This is an optimization exercise on Yosys and OpenROAD, whose aim is small area, a short achievable clock period and few clock cycles, not a production implementation. In this exercise RTL edits were held to simulation tests only and were not proved equivalent to the original. Power and IR drop assume default switching activity.

==> flow/design.v (excerpt) <==
module fsc_fp (
    input  wire        clk,
    input  wire        rst,           
    input  wire        in_valid,
    input  wire [7:0]  in_data,
    output wire        in_ready,
    input  wire        fp_reset,
    input  wire        set_intron,
    input  wire [31:0] intron_in,     
    output wire        ev_valid,
    input  wire        ev_ready,
    output wire [2:0]  ev_code,
    output wire [63:0] ev_data,
    input  wire        ans_valid,
    input  wire [7:0]  ans_data       
);
    localparam [31:0] INTRON_RESET = 32'h3CC35AA5;    
    function eq1c;
        input [15:0] x;
        input [15:0] y;
        begin
            eq1c = ((x == y) && (y != 16'hFFFF)) ||
                   ((x == 16'hFFFF) && (y == 16'h0000));
        end
    endfunction
    wire clr = rst || fp_reset || set_intron;
    reg [31:0] intron;
    reg        q_srch, q_hdr, q_wait, q_body, q_thr;
    reg [1:0]  mpos;
    reg [2:0]  hcnt;
    reg [63:0] hdr_n;         
    wire [63:0] hdr = ~hdr_n;
    reg        hok, hlen0;    
    reg [2:0]  type_q;
    reg        rdy;
    reg [7:0]  fa, fb;
    reg        fa_v, fb_v;
    reg        p_rf, p_beg, p_comp, p_type, p_inv, vw;
    reg        rf_q;             
    reg        v_lat;
    reg        ev_v, s_comp, s_type, s_inv, s_rf;
    wire       s_beg = p_beg;    
    reg  [3:0] nbeg;
    reg [2:0]  ev_c;
    reg        cs_v, cs_hi, cs_last, par;
    reg [7:0]  cs_b;
    reg [15:0] c0, c1;
    reg        k0, k1;
    reg        upd, fold, fin1, fin2, fin3, fin4;
    assign in_ready = rdy;
    wire take = in_valid && rdy;
    wire [15:0] blen = hdr[31:16];
    wire        len1 = (blen == 16'd1);
    assign ev_valid = ev_v;
    assign ev_code  = ev_c;
    assign ev_data[7:0]  = ({8{fa_v}}   & fa) |
                           ({8{s_type}} & {5'd0, type_q}) |
                           ({8{s_comp}} & {7'd0, v_lat}) |
                           ({8{!nbeg[0]}} & hdr[7:0]);
    assign ev_data[8]     = (s_type & v_lat) | (!nbeg[0] & hdr[8]);
    assign ev_data[23:9]  = {15{!nbeg[0]}} & hdr[23:9];
    assign ev_data[37:24] = {14{!nbeg[1]}} & hdr[37:24];
  ...
Size in the first run: roughly 850 cells after synthesis, roughly 200 flip-flops, roughly 120 I/O pins.
export LEC_CHECK = 0
export CAP_MARGIN = 20
export CORE_MARGIN = 2
export CORE_UTILIZATION = 40
export SLEW_MARGIN = 20
create_clock -name core_clock -period 9.0 [get_ports {clk}]
standard.sh (not shown) runs the stock make flow with config.mk's settings and CLKGATE_MAP_FILE= SYNTH_SCRIPT=/design/flow/synth_recipe.tcl, a recipe that flattens the netlist after the stock synthesis.
==> flow/flow/run.sh <==
#!/bin/bash
# The standard ORFS layout (standard.sh) with these changes:
#  - synthesis maps logic with flow/abc_area.script (see synth_prefix.tcl)
#  - plain buf_1 port buffers instead of the default delay cells
#  - timing repair aimed at a shorter period than the design's
#  - a clock tree of smaller buffers, without dummy loads
set -e
here=$(pwd)
sed "s#@ABC_SCRIPT@#$here/flow/abc_area.script#" flow/synth_prefix.tcl > my_synth.tcl
cat synth_recipe.tcl >> my_synth.tcl
sed "s#SYNTH_SCRIPT=[^ ]*#SYNTH_SCRIPT=$here/my_synth.tcl#" standard.sh > my_standard.sh
export BUFFER_PORTS_ARGS="-buffer_cell sky130_fd_sc_hd__buf_1"
export SETUP_SLACK_MARGIN=5.8
export CTS_ARGS="-sink_clustering_enable -repair_clock_nets -dont_use_dummy_load -buf_list {sky130_fd_sc_hd__clkbuf_8}"
bash my_standard.sh > standard.log 2>&1
==> flow/flow/abc_area.script <==
strash
&get -n
&st
&dch
&nf -R 1000
&put
==> flow/flow/synth_prefix.tcl <==
set my_abc_script @ABC_SCRIPT@
proc fix_abc {args} {
  global abc_args my_abc_script
  if {[lindex $abc_args 0] eq "-script" && [lindex $abc_args 1] ne $my_abc_script} {
    set abc_args [lreplace $abc_args 1 1 $my_abc_script]
  }
}
trace add variable ::abc_args write fix_abc
The first run passed the timing, DRC and antenna checks.
Testbench counts at the start, summed over its fixed seeds: cycles 15,963.
Edit:
--- a/flow/flow/run.sh
+++ b/flow/flow/run.sh
@@ -11,5 +11,5 @@
 sed "s#SYNTH_SCRIPT=[^ ]*#SYNTH_SCRIPT=$here/my_synth.tcl#" standard.sh > my_standard.sh
 export BUFFER_PORTS_ARGS="-buffer_cell sky130_fd_sc_hd__buf_1"
-export SETUP_SLACK_MARGIN=5.8
-export CTS_ARGS="-sink_clustering_enable -repair_clock_nets -dont_use_dummy_load -buf_list {sky130_fd_sc_hd__clkbuf_8}"
+export SETUP_SLACK_MARGIN=6.0
+export CTS_ARGS="-sink_clustering_enable -repair_clock_nets -dont_use_dummy_load -buf_list {sky130_fd_sc_hd__clkbuf_4 sky130_fd_sc_hd__clkbuf_8}"
 bash my_standard.sh > standard.log 2>&1
The new run ran to the end with no violations.
Synthesized cell count does not change.
Via count came out higher by a few percent.
Power climbs slightly.
Routed wire length went up by a few percent.
Synthesized area does not change.
Core utilization rose by 4.2 points.
Cell count increases by a few percent.
First-iteration DRC count drops by a little under a tenth.
Final area rose by a little under a tenth.
Clock power increases slightly.
Edit:
--- a/flow/flow/run.sh
+++ b/flow/flow/run.sh
@@ -3,5 +3,5 @@
 #  - synthesis maps logic with flow/abc_area.script (see synth_prefix.tcl)
 #  - plain buf_1 port buffers instead of the default delay cells
-#  - timing repair aimed at a shorter period than the design's
+#  - timing repair aimed at a shorter period than the design's (5.75 ns slack margin)
 #  - a clock tree of smaller buffers, without dummy loads
 set -e
@@ -11,5 +11,5 @@
 sed "s#SYNTH_SCRIPT=[^ ]*#SYNTH_SCRIPT=$here/my_synth.tcl#" standard.sh > my_standard.sh
 export BUFFER_PORTS_ARGS="-buffer_cell sky130_fd_sc_hd__buf_1"
-export SETUP_SLACK_MARGIN=6.0
+export SETUP_SLACK_MARGIN=5.75
 export CTS_ARGS="-sink_clustering_enable -repair_clock_nets -dont_use_dummy_load -buf_list {sky130_fd_sc_hd__clkbuf_4 sky130_fd_sc_hd__clkbuf_8}"
 bash my_standard.sh > standard.log 2>&1
The new run finished clean.
Final cell count shrinks by a few percent.
Critical path depth fell by 1.
Cell area fell by roughly a tenth.
Worst setup slack is better by 120 ps.
Worst hold slack barely changes.
Wire length decreases by a few percent.
Via count decreases by a few percent.
Register-to-register slack got worse by 180 ps.
Sequential power is about the same.
Clock skew shrinks by 14 ps.
Edit:
==> flow/flow/run.sh (replaced) <==
#!/bin/bash
# The standard ORFS layout (standard.sh) with these changes:
#  - synthesis maps logic with flow/abc_area.script (see synth_prefix.tcl)
#  - plain buf_1 port buffers instead of the default delay cells
#  - timing repair aimed at a shorter period than the design's
#  - a clock tree of smaller buffers, without dummy loads
set -e
here=$(pwd)
sed "s#@ABC_SCRIPT@#$here/flow/abc_area.script#" flow/synth_prefix.tcl > my_synth.tcl
cat synth_recipe.tcl >> my_synth.tcl
sed "s#SYNTH_SCRIPT=[^ ]*#SYNTH_SCRIPT=$here/my_synth.tcl#" standard.sh > my_standard.sh
export BUFFER_PORTS_ARGS="-buffer_cell sky130_fd_sc_hd__buf_1"
export SETUP_SLACK_MARGIN=5.8
export CTS_ARGS="-sink_clustering_enable -repair_clock_nets -dont_use_dummy_load -buf_list {sky130_fd_sc_hd__clkbuf_4 sky130_fd_sc_hd__clkbuf_8}"
bash my_standard.sh > standard.log 2>&1
Sequential share of layout area came out lower by 0.50 points.
Via count is about the same.
Power came out lower by 0.50%.
Clock skew is about the same.
Combinational power stays flat.
Routed wire length came out lower by 1.1%.
Cell count came out higher by 0.62%.
Sequential power barely changes.
Synthesized cell count does not change.

## static timing again, ports no longer ideal
The flow's constraints put no driver on any port. The routed layouts listed below were extracted and timed again, unchanged, in two steps.
Step 1 (the two cells are an assumption about what drives the block):
set clk [get_ports {clk}]
set_driving_cell -lib_cell sky130_fd_sc_hd__clkbuf_16 $clk
set_driving_cell -lib_cell sky130_fd_sc_hd__buf_2 [delete_from_list [all_inputs] $clk]
Step 2 moves the port delays by t, midway between the first and last clock arrival at a register: inputs arrive t later, outputs are due t later. That takes back most of the time a late clock gives input paths.
Slacks: ideal / step 1 / step 2; pairs: ideal / step 1.
| run | shift t [ns] | setup WS [ns] | hold WS [ns] | worst setup path at the end |
|---|---|---|---|---|
| the first run | 0.482 | 5.794 / 5.754 / 5.487 | 0.368 / 0.368 / 0.368 | input to register |
| the second run | 0.505 | 5.683 / 5.636 / 5.619 | 0.360 / 0.360 / 0.360 | input to register |
| the third run | 0.495 | 5.804 / 5.764 / 5.384 | 0.361 / 0.361 / 0.361 | input to register |
| the fourth run | 0.482 | 5.794 / 5.754 / 5.487 | 0.368 / 0.368 / 0.368 | input to register |
After both steps setup and hold are still met in every run listed. For the third run, which loses most, drivers alone change the setup slack by -0.040 ns; drivers and shift together by -0.420 ns.
